What follows belongs to an exercise in optimizing a design on an open flow for small area, a short achievable clock period and few clock cycles; a production flow would make more cautious choices. At most, simulation tests tie the RTL to the original design; equivalence was not proved. Power and IR drop assume default switching activity.

==> flow/design.v <==
module fpmc_alu (
    input  wire        clk,
    input  wire        rst,         
    input  wire        in_valid,
    output wire        in_ready,
    input  wire [2:0]  op,
    input  wire [4:0]  bits,
    input  wire [63:0] opa,
    input  wire [31:0] opb,
    output wire        out_valid,
    input  wire        out_ready,
    output wire [63:0] res,
    output wire [3:0]  code
);
    localparam [2:0] OP_QUANT_B   = 3'd0;
    localparam [2:0] OP_QUANT_C   = 3'd1;
    localparam [2:0] OP_DEQUANT_B = 3'd2;
    localparam [2:0] OP_DEQUANT_C = 3'd3;
    localparam [2:0] OP_LIMRANGE  = 3'd4;
    localparam [2:0] OP_EXTRACT   = 3'd5;
    localparam [2:0] OP_RAMP      = 3'd6;
    localparam [33:0] LR_SAT = 34'h3_6F6F_6F5C;
    reg        s1v;           
    reg        rdy;           
    reg        m_one;         
    reg        m_step;        
    reg        m_c1;          
    reg        m_c2;          
    reg        m_l1;          
    reg        m_lh;          
    reg        m_l5;          
    reg        m_lr;          
    reg [2:0]  op_q;
    reg [4:0]  bits_q;        
    reg        bok;           
    reg        sgn;           
    reg        ovf35;         
    reg [2:0]  hi3;           
    reg [31:0] I;             
    reg [40:0] R;             
    reg [35:0] N;             
    reg [15:0] Q;             
    reg        cs;            
    reg        ng_q;          
    reg        ov;
    reg [34:0] res_q;
    reg        r63;
    reg        c_ill, c_bad;
    assign in_ready  = rdy;
    assign out_valid = ov;
    assign res  = {r63, 28'd0, res_q};
    assign code = {1'b0, c_bad, c_bad | c_ill, c_bad};
    wire        rs = R[40];
    wire [31:0] la = {hi3[1:0], I[31:2]};
    wire        ng = ng_q;                    
    wire [41:0] ax = m_l1 ? {9'd0, la, 1'b0}            :
                     m_lr ? {9'd0, R[40:8]}             :
                     m_c1 ? {rs, R}                     :
                     m_c2 ? {R ^ {41{cs}}, 1'b1}        : {R, ~ng};
    wire [41:0] ay = m_l1 ? {7'd0, la, 3'd0} :
                     m_lh ? {2'd0, la, 8'd0} :
                     m_l5 ? {4'd0, la, 6'd0} :
                     ng   ? {6'd0, N}       : {41'd0, m_c2 & cs};
    wire [41:0] az = m_c1        ? {10'd0, I} :
                     (ng | m_l1) ? 42'd0      : {6'd0, N};
    wire [41:0] cz   = ~az;
    wire [41:0] c_s  = ax ^ ay ^ cz;
    wire [41:0] c_c  = (ax & ay) | (ax & cz) | (ay & cz);
    wire [41:0] sum  = c_s + {c_c[40:0], ~ng};
    wire        fits = ~sum[41];
    reg  [15:0] q_cy;
    integer     k;
    always @(*) begin
        q_cy[0] = 1'b1;
        for (k = 1; k < 16; k = k + 1)
            q_cy[k] = q_cy[k-1] & (Q[k-1] ^ cs);
    end
    wire [15:0] q_fin = fits ? (Q ^ q_cy) : Q;
    wire bits_ok = bok;
    wire rp_bad  = (N[31:1] == 31'd0) || (I >= N[31:0]);
    wire [34:0] a35   = {hi3, I};
    wire        ovf34 = ovf35 | hi3[2];
    wire [33:0] qb_m  = ovf34 ? 34'h3_FFFF_FFFF : a35[33:0];
    reg  [2:0]  qb_e;
    reg  [11:0] qb_win;
    always @(*) begin
        if (qb_m[33:29] == 5'd0) begin
            qb_e = 3'd3; qb_win = qb_m[28:17];
        end else if (qb_m[33:30] == 4'd0) begin
            qb_e = 3'd2; qb_win = qb_m[29:18];
        end else if (qb_m[33:31] == 3'd0) begin
            qb_e = 3'd1; qb_win = qb_m[30:19];
        end else if (qb_m[33:32] == 2'd0) begin
            qb_e = 3'd0; qb_win = qb_m[31:20];
        end else if (qb_m[33] == 1'b0) begin
            qb_e = 3'd7; qb_win = qb_m[32:21];
        end else begin
            qb_e = 3'd6; qb_win = qb_m[33:22];
        end
    end
    wire [9:0]  qb_inc  = {1'b0, qb_win[11:3]} + {9'd0, qb_win[2]};
    wire [8:0]  qb_mant = qb_inc[9] ? 9'h1FF : qb_inc[8:0];
    wire [15:0] quant_b = {sgn, qb_e, qb_mant, 3'd0};
    wire [15:0] qc_inc  = {1'b0, a35[34:20]} + {15'd0, a35[19]};
    wire [14:0] qc_v    = (ovf35 | qc_inc[15]) ? 15'h7FFF : qc_inc[14:0];
    wire [15:0] quant_c = {sgn, qc_v};
    wire [15:0] dq_w = I[15:0];
    reg  [33:0] dqb_mag;
    reg         dqb_bad;
    always @(*) begin
        dqb_bad = 1'b0;
        case (dq_w[14:12])
            3'd3:    dqb_mag = {5'd0, dq_w[11:3], 20'd0};
            3'd2:    dqb_mag = {4'd0, dq_w[11:3], 21'd0};
            3'd1:    dqb_mag = {3'd0, dq_w[11:3], 22'd0};
            3'd0:    dqb_mag = {2'd0, dq_w[11:3], 23'd0};
            3'd7:    dqb_mag = {1'd0, dq_w[11:3], 24'd0};
            3'd6:    dqb_mag = {dq_w[11:3], 25'd0};
            default: begin dqb_mag = 34'd0; dqb_bad = 1'b1; end
        endcase
    end
    wire [31:0] ex_sh   = {16'd0, dq_w} << bits_q[4:0];
    wire [15:0] extract = ex_sh[31:16];
    reg [34:0] nres;
    reg        n63, nill, nbad;
    always @(*) begin
        nres = 35'd0; n63 = 1'b0; nill = 1'b0; nbad = 1'b0;
        if (m_c2) begin
            if (!bits_ok)      nill = 1'b1;
            else if (rp_bad)   nbad = 1'b1;
            else               nres = {19'd0, q_fin};
        end else if (m_l5) begin
            nres = ovf34 ? {1'b0, LR_SAT} : {1'b0, sum[37:4]};
            n63  = sgn;
        end else begin
            case (op_q)
                OP_QUANT_B:   nres = {19'd0, quant_b};
                OP_QUANT_C:   nres = {19'd0, quant_c};
                OP_DEQUANT_B: begin
                    if (dqb_bad) nbad = 1'b1;
                    else begin nres = {1'b0, dqb_mag}; n63 = dq_w[15]; end
                end
                OP_DEQUANT_C: begin nres = {dq_w[14:0], 20'd0}; n63 = dq_w[15]; end
                OP_EXTRACT: begin
                    if (!bits_ok) nill = 1'b1;
                    else          nres = {19'd0, extract};
                end
                default: nill = 1'b1;
            endcase
        end
    end
    wire s1_last = m_one | m_c2 | m_l5;
    wire accept  = in_valid && rdy;
    wire s1_done = s1v && s1_last && (!ov || out_ready);
    wire a_ramp = (op == OP_RAMP);
    wire a_lr   = (op == OP_LIMRANGE);
    wire s1v_n  = accept | (s1v & ~s1_done);
    wire ov_n   = s1_done | (ov & ~out_ready);
    wire last_n = accept ? ~(a_ramp | a_lr) :
                  (m_one | m_c2 | m_l5 | m_c1 | (m_lh & Q[1]));
    always @(posedge clk) begin
        if (rst) begin
            s1v <= 1'b0;
            ov  <= 1'b0;
            rdy <= 1'b0;
        end else begin
            s1v <= s1v_n;
            ov  <= ov_n;
            rdy <= ~s1v_n | (last_n & ~ov_n);
        end
        if (!ov || out_ready) begin
            res_q <= nres;
            r63   <= n63;
            c_ill <= nill;
            c_bad <= nbad;
        end
        if (rdy) begin
            m_one  <= ~(a_ramp | a_lr);
            m_step <= a_ramp;
            m_c1   <= 1'b0;
            m_c2   <= 1'b0;
            m_l1   <= a_lr;
            m_lh   <= 1'b0;
            m_l5   <= 1'b0;
            m_lr   <= a_lr;
            op_q   <= op;
            bits_q <= bits;
            bok    <= (bits != 5'd0) && (bits <= 5'd16);
            sgn    <= opa[63];
            ovf35  <= (opa[62:35] != 28'd0);
            hi3    <= opa[34:32];
            I      <= opa[31:0];
            R      <= {9'd0, opa[31:0]};
            N      <= {4'd0, opb};
            Q      <= 16'd0;
            ng_q   <= 1'b0;
        end else begin
            ng_q <= m_step & sum[41];
            if (m_step) begin
                R   <= sum[40:0];
                Q   <= {Q[14:0], fits};
                bits_q <= bits_q - 5'd1;
                if (bits_q == 5'd1) begin
                    m_step <= 1'b0;
                    m_c1   <= 1'b1;
                end
            end
            if (m_c1) begin
                cs   <= sum[41];
                R    <= sum[40:0];
                m_c1 <= 1'b0;
                m_c2 <= 1'b1;
            end
            if (m_l1) begin
                N    <= sum[35:0];
                R    <= 41'd0;
                m_l1 <= 1'b0;
                m_lh <= 1'b1;
            end
            if (m_lh) begin
                R   <= sum[40:0];
                Q   <= {Q[14:0], 1'b1};
                if (Q[1]) begin
                    m_lh <= 1'b0;
                    m_l5 <= 1'b1;
                end
            end
        end
    end
endmodule
Settings: LEC_CHECK=0, CAP_MARGIN=20, CORE_MARGIN=2, CORE_UTILIZATION=50, PLACE_DENSITY=0.6, SLEW_MARGIN=20; clock period 11.0 ns.
standard.sh (not shown) runs the stock make flow with config.mk's settings and CLKGATE_MAP_FILE= SYNTH_SCRIPT=/design/flow/synth_recipe.tcl, a recipe that flattens the netlist after the stock synthesis.
==> flow/flow/run.sh <==
#!/bin/bash
# Standard ORFS layout (the standard.sh) with two changes:
# - the port buffers that placement inserts are sky130_fd_sc_hd__buf_1 (the
#   resizer upsizes them where timing needs it);
# - timing repair aims at a setup slack margin of 6 ns.
# The clock period and constraints stay the design's. make's output is in
# flow_make.log; each ORFS step logs to orfs/logs.
set -euo pipefail
bash standard.sh "BUFFER_PORTS_ARGS=-buffer_cell sky130_fd_sc_hd__buf_1" \
    SETUP_SLACK_MARGIN=6 finish > flow_make.log 2>&1
The starting point passed the timing, DRC and antenna checks.
Testbench counts at the start, summed over its fixed seeds: cycles 41,929.
Rerun with:
--- a/flow/design.v
+++ b/flow/design.v
@@ -23,4 +23,6 @@
     reg        s1v;           
     reg        rdy;           
+    reg        rdy_t;         
+    reg        rdy_o, rdy_to;  
     reg        m_one;         
     reg        m_step;        
@@ -47,5 +49,6 @@
     reg        r63;
     reg        c_ill, c_bad;
-    assign in_ready  = rdy;
+    wire   rdy_c     = rdy | (rdy_t & out_ready);
+    assign in_ready  = rdy_o | (rdy_to & out_ready);
     assign out_valid = ov;
     assign res  = {r63, 28'd0, res_q};
@@ -151,5 +154,5 @@
     end
     wire s1_last = m_one | m_c2 | m_l5;
-    wire accept  = in_valid && rdy;
+    wire accept  = in_valid && rdy_c;
     wire s1_done = s1v && s1_last && (!ov || out_ready);
     wire a_ramp = (op == OP_RAMP);
@@ -164,8 +167,14 @@
             ov  <= 1'b0;
             rdy <= 1'b0;
+            rdy_t <= 1'b0;
+            rdy_o <= 1'b0;
+            rdy_to <= 1'b0;
         end else begin
             s1v <= s1v_n;
             ov  <= ov_n;
             rdy <= ~s1v_n | (last_n & ~ov_n);
+            rdy_t <= s1v_n & last_n & ov_n;
+            rdy_o <= ~s1v_n | (last_n & ~ov_n);
+            rdy_to <= s1v_n & last_n & ov_n;
         end
         if (!ov || out_ready) begin
@@ -175,5 +184,5 @@
             c_bad <= nbad;
         end
-        if (rdy) begin
+        if (rdy_c) begin
             m_one  <= ~(a_ramp | a_lr);
             m_step <= a_ramp;
Outcome:
- worst setup slack degrades by 90 ps
- register-to-register slack degrades by 80 ps
- synthesized cell count goes up by 0.43%
- design area grows by 5.5%
- worst hold slack improved by 22 ps
- cell count is higher by 1.9%
- sequential cell count increases by 1
- non-clock buffer count climbs by 38
- sequential power stays flat
- area after synthesis grows by 0.88%
- global-route usage goes up by 0.35 points
- combinational power rose by 6.4%
- clock power decreases by about 2%
Testbench counts after the change, summed over its fixed seeds: cycles 38,958.

* * *

rev 12:
fpmc_alu, a different RTL version from the one above (not shown whole).
Size: ~190 flip-flops, ~180 I/O pins.
==> flow/design.v (excerpt) <==
module fpmc_alu (
    input  wire        clk,
    input  wire        rst,         
    input  wire        in_valid,
    output wire        in_ready,
    input  wire [2:0]  op,
    input  wire [4:0]  bits,
    input  wire [63:0] opa,
    input  wire [31:0] opb,
    output wire        out_valid,
    input  wire        out_ready,
    output wire [63:0] res,
    output wire [3:0]  code
);
==> flow/config.mk <==
export PLATFORM = sky130hd
export DESIGN_NAME = fpmc_alu
export DESIGN_NICKNAME = fpmc_alu
export VERILOG_FILES = /design/flow/design.v
export SDC_FILE = /design/flow/constraint.sdc
export NUM_CORES = 4
export LEC_CHECK = 0
export CAP_MARGIN = 20
export CORE_MARGIN = 2
export CORE_UTILIZATION = 50
export PLACE_DENSITY = 0.6
export SLEW_MARGIN = 20
==> flow/constraint.sdc <==
create_clock -name core_clock -period 11.0 [get_ports {clk}]
set_input_delay 2.2000 -clock core_clock [delete_from_list [all_inputs] [get_ports {clk}]]
set_output_delay 2.2000 -clock core_clock [all_outputs]
set_load 0.01 [all_outputs]
==> flow/flow/run.sh <==
#!/bin/bash
# Standard ORFS layout (the standard.sh) with two changes:
# - the port buffers that placement inserts are sky130_fd_sc_hd__buf_1 (the
#   resizer upsizes them where timing needs it);
# - timing repair aims at a setup slack margin of 5 ns.
# The clock period and constraints stay the design's. make's output is in
# flow_make.log; each ORFS step logs to orfs/logs.
set -euo pipefail
bash standard.sh "BUFFER_PORTS_ARGS=-buffer_cell sky130_fd_sc_hd__buf_1" \
    SETUP_SLACK_MARGIN=5 finish > flow_make.log 2>&1
Input changes introduced in rev 13 (baseline for comparison: rev 12):
--- a/flow/design.v
+++ b/flow/design.v
@@ -26,25 +26,25 @@
     reg        m_step;        
     reg        m_c1;          
     reg        m_c2;          
     reg        m_l1;          
     reg        m_lh;          
     reg        m_l5;          
     reg        m_lr;          
     reg [2:0]  op_q;
-    reg [4:0]  bits_q;
+    reg [4:0]  bits_q;        
+    reg        bok;           
     reg        sgn;           
     reg        ovf35;         
     reg [2:0]  hi3;           
     reg [31:0] I;             
     reg [40:0] R;             
     reg [35:0] N;             
     reg [15:0] Q;             
-    reg [4:0]  cnt;
     reg        cs;            
     reg        ng_q;          
     reg        ov;
     reg [34:0] res_q;
     reg        r63;
     reg        c_ill, c_bad;
     assign in_ready  = rdy;
     assign out_valid = ov;
@@ -61,20 +61,25 @@
                      ng   ? {6'd0, N}       : {41'd0, m_c2 & cs};
     wire [41:0] az = m_c1 ? {10'd0, I} :
                      ng   ? 42'd0       : {6'd0, N};
     wire [41:0] cz   = ~az;
     wire [41:0] c_s  = ax ^ ay ^ cz;
     wire [41:0] c_c  = (ax & ay) | (ax & cz) | (ay & cz);
     wire [41:0] sum  = c_s + {c_c[40:0], ~ng};
     wire        fits = ~sum[41];
-    wire [15:0] q_up  = Q + 16'd1;
-    wire [15:0] q_dn  = Q - 16'd1;
-    wire [15:0] q_fin = !fits ? Q : (cs ? q_dn : q_up);
-    wire bits_ok = (bits_q != 5'd0) && (bits_q <= 5'd16);
+    reg  [15:0] q_cy;
+    integer     k;
+    always @(*) begin
+        q_cy[0] = 1'b1;
+        for (k = 1; k < 16; k = k + 1)
+            q_cy[k] = q_cy[k-1] & (Q[k-1] ^ cs);
+    end
+    wire [15:0] q_fin = fits ? (Q ^ q_cy) : Q;
+    wire bits_ok = bok;
     wire rp_bad  = (N[31:1] == 31'd0) || (I >= N[31:0]);
     wire [34:0] a35   = {hi3, I};
     wire        ovf34 = ovf35 | hi3[2];
     wire [33:0] qb_m  = ovf34 ? 34'h3_FFFF_FFFF : a35[33:0];
     reg  [2:0]  qb_e;
     reg  [11:0] qb_win;
     always @(*) begin
         if (qb_m[33:29] == 5'd0) begin
@@ -145,17 +150,17 @@
     wire s1_last = m_one | m_c2 | m_l5;
     wire accept  = in_valid && rdy;
     wire s1_done = s1v && s1_last && (!ov || out_ready);
     wire a_ramp = (op == OP_RAMP);
     wire a_lr   = (op == OP_LIMRANGE);
     wire s1v_n  = accept | (s1v & ~s1_done);
     wire ov_n   = s1_done | (ov & ~out_ready);
     wire last_n = accept ? ~(a_ramp | a_lr) :
-                  (m_one | m_c2 | m_l5 | m_c1 | (m_lh & cnt[1]));
+                  (m_one | m_c2 | m_l5 | m_c1 | (m_lh & bits_q[1]));
     always @(posedge clk) begin
         if (rst) begin
             s1v <= 1'b0;
             ov  <= 1'b0;
             rdy <= 1'b0;
         end else begin
             s1v <= s1v_n;
             ov  <= ov_n;
@@ -172,33 +177,33 @@
             m_step <= a_ramp;
             m_c1   <= 1'b0;
             m_c2   <= 1'b0;
             m_l1   <= a_lr;
             m_lh   <= 1'b0;
             m_l5   <= 1'b0;
             m_lr   <= a_lr;
             op_q   <= op;
-            bits_q <= bits;
+            bits_q <= a_lr ? 5'd0 : bits;
+            bok    <= (bits != 5'd0) && (bits <= 5'd16);
             sgn    <= opa[63];
             ovf35  <= (opa[62:35] != 28'd0);
             hi3    <= opa[34:32];
             I      <= a_lr ? opa[33:2] : opa[31:0];
             R      <= a_lr ? {opa[33:2], 9'd0} : {9'd0, opa[31:0]};
             N      <= a_ramp ? {4'd0, opb} : 36'd0;
             Q      <= 16'd0;
-            cnt    <= a_lr ? 5'd0 : bits;
             ng_q   <= 1'b0;
         end else begin
             ng_q <= m_step & sum[41];
             if (m_step) begin
                 R   <= sum[40:0];
                 Q   <= {Q[14:0], fits};
-                cnt <= cnt - 5'd1;
-                if (cnt == 5'd1) begin
+                bits_q <= bits_q - 5'd1;
+                if (bits_q == 5'd1) begin
                     m_step <= 1'b0;
                     m_c1   <= 1'b1;
                 end
             end
             if (m_c1) begin
                 cs   <= sum[41];
                 R    <= sum[40:0];
                 m_c1 <= 1'b0;
@@ -207,17 +212,17 @@
             if (m_l1) begin
                 N    <= sum[35:0];
                 R    <= 41'd0;
                 m_l1 <= 1'b0;
                 m_lh <= 1'b1;
             end
             if (m_lh) begin
                 R   <= sum[40:0];
-                cnt <= cnt + 5'd1;
-                if (cnt[1]) begin
+                bits_q <= bits_q + 5'd1;
+                if (bits_q[1]) begin
                     m_lh <= 1'b0;
                     m_l5 <= 1'b1;
                 end
             end
         end
     end
 endmodule
==> comparison <==
- Per the comparison of rev 13 with rev 12, flip-flop and latch area decreased by about 2.1% relative to the old numbers; detail-routed via count per cell decreased by 0.63% relative to the old numbers; final-layout worst hold slack now sits higher.
- Looking only at utilization, and setting everything else aside, the lower value of rev 13 and rev 12 goes to rev 12.
- On shortest period the worst path allows: rev 13 sits below rev 12.
- [compare] base=rev 12 new=rev 13: gate count after technology mapping has decreased, flip-flop and latch count has decreased.
Testbench counts of rev 13, summed over its fixed seeds: cycles 41,929.
Only the layout flow was run in rev 12; the RTL was not checked for function there.

==> port drivers added, routing unchanged <==
In the flow no input, the clock included, has a driving cell. The finished layouts below were timed again as built, in two steps. Step 1 assumes that a clkbuf_16 drives the clock port and a buf_2 every other input. Step 2 adds t to the input delays and takes it off the output delays; t is the mean of the earliest and latest rising clock arrival at the registers after step 1. Input paths then give back, and output paths get back, about the clock's delay inside the block. a / b / c = no drivers / after step 1 / after step 2; a / b = the first two.
run | shift t [ns] | setup WS [ns] | worst data-port slew with drivers (ns) | pins driven straight from the clock port
the first run of note 1 | 0.532 | 6.111 / 6.111 / 6.111 | 0.05 | 1
the second run of note 1 | 0.524 | 6.021 / 5.990 / 5.650 | 0.04 | 1
rev 12 | 0.524 | 5.209 / 5.209 / 5.209 | 0.06 | 1
rev 13 | 0.530 | 5.278 / 5.278 / 5.278 | 0.07 | 1
After both steps every run listed still meets setup and hold. For the second run of note 1, which loses most, drivers alone change the setup slack by -0.031 ns; drivers and shift together by -0.371 ns.
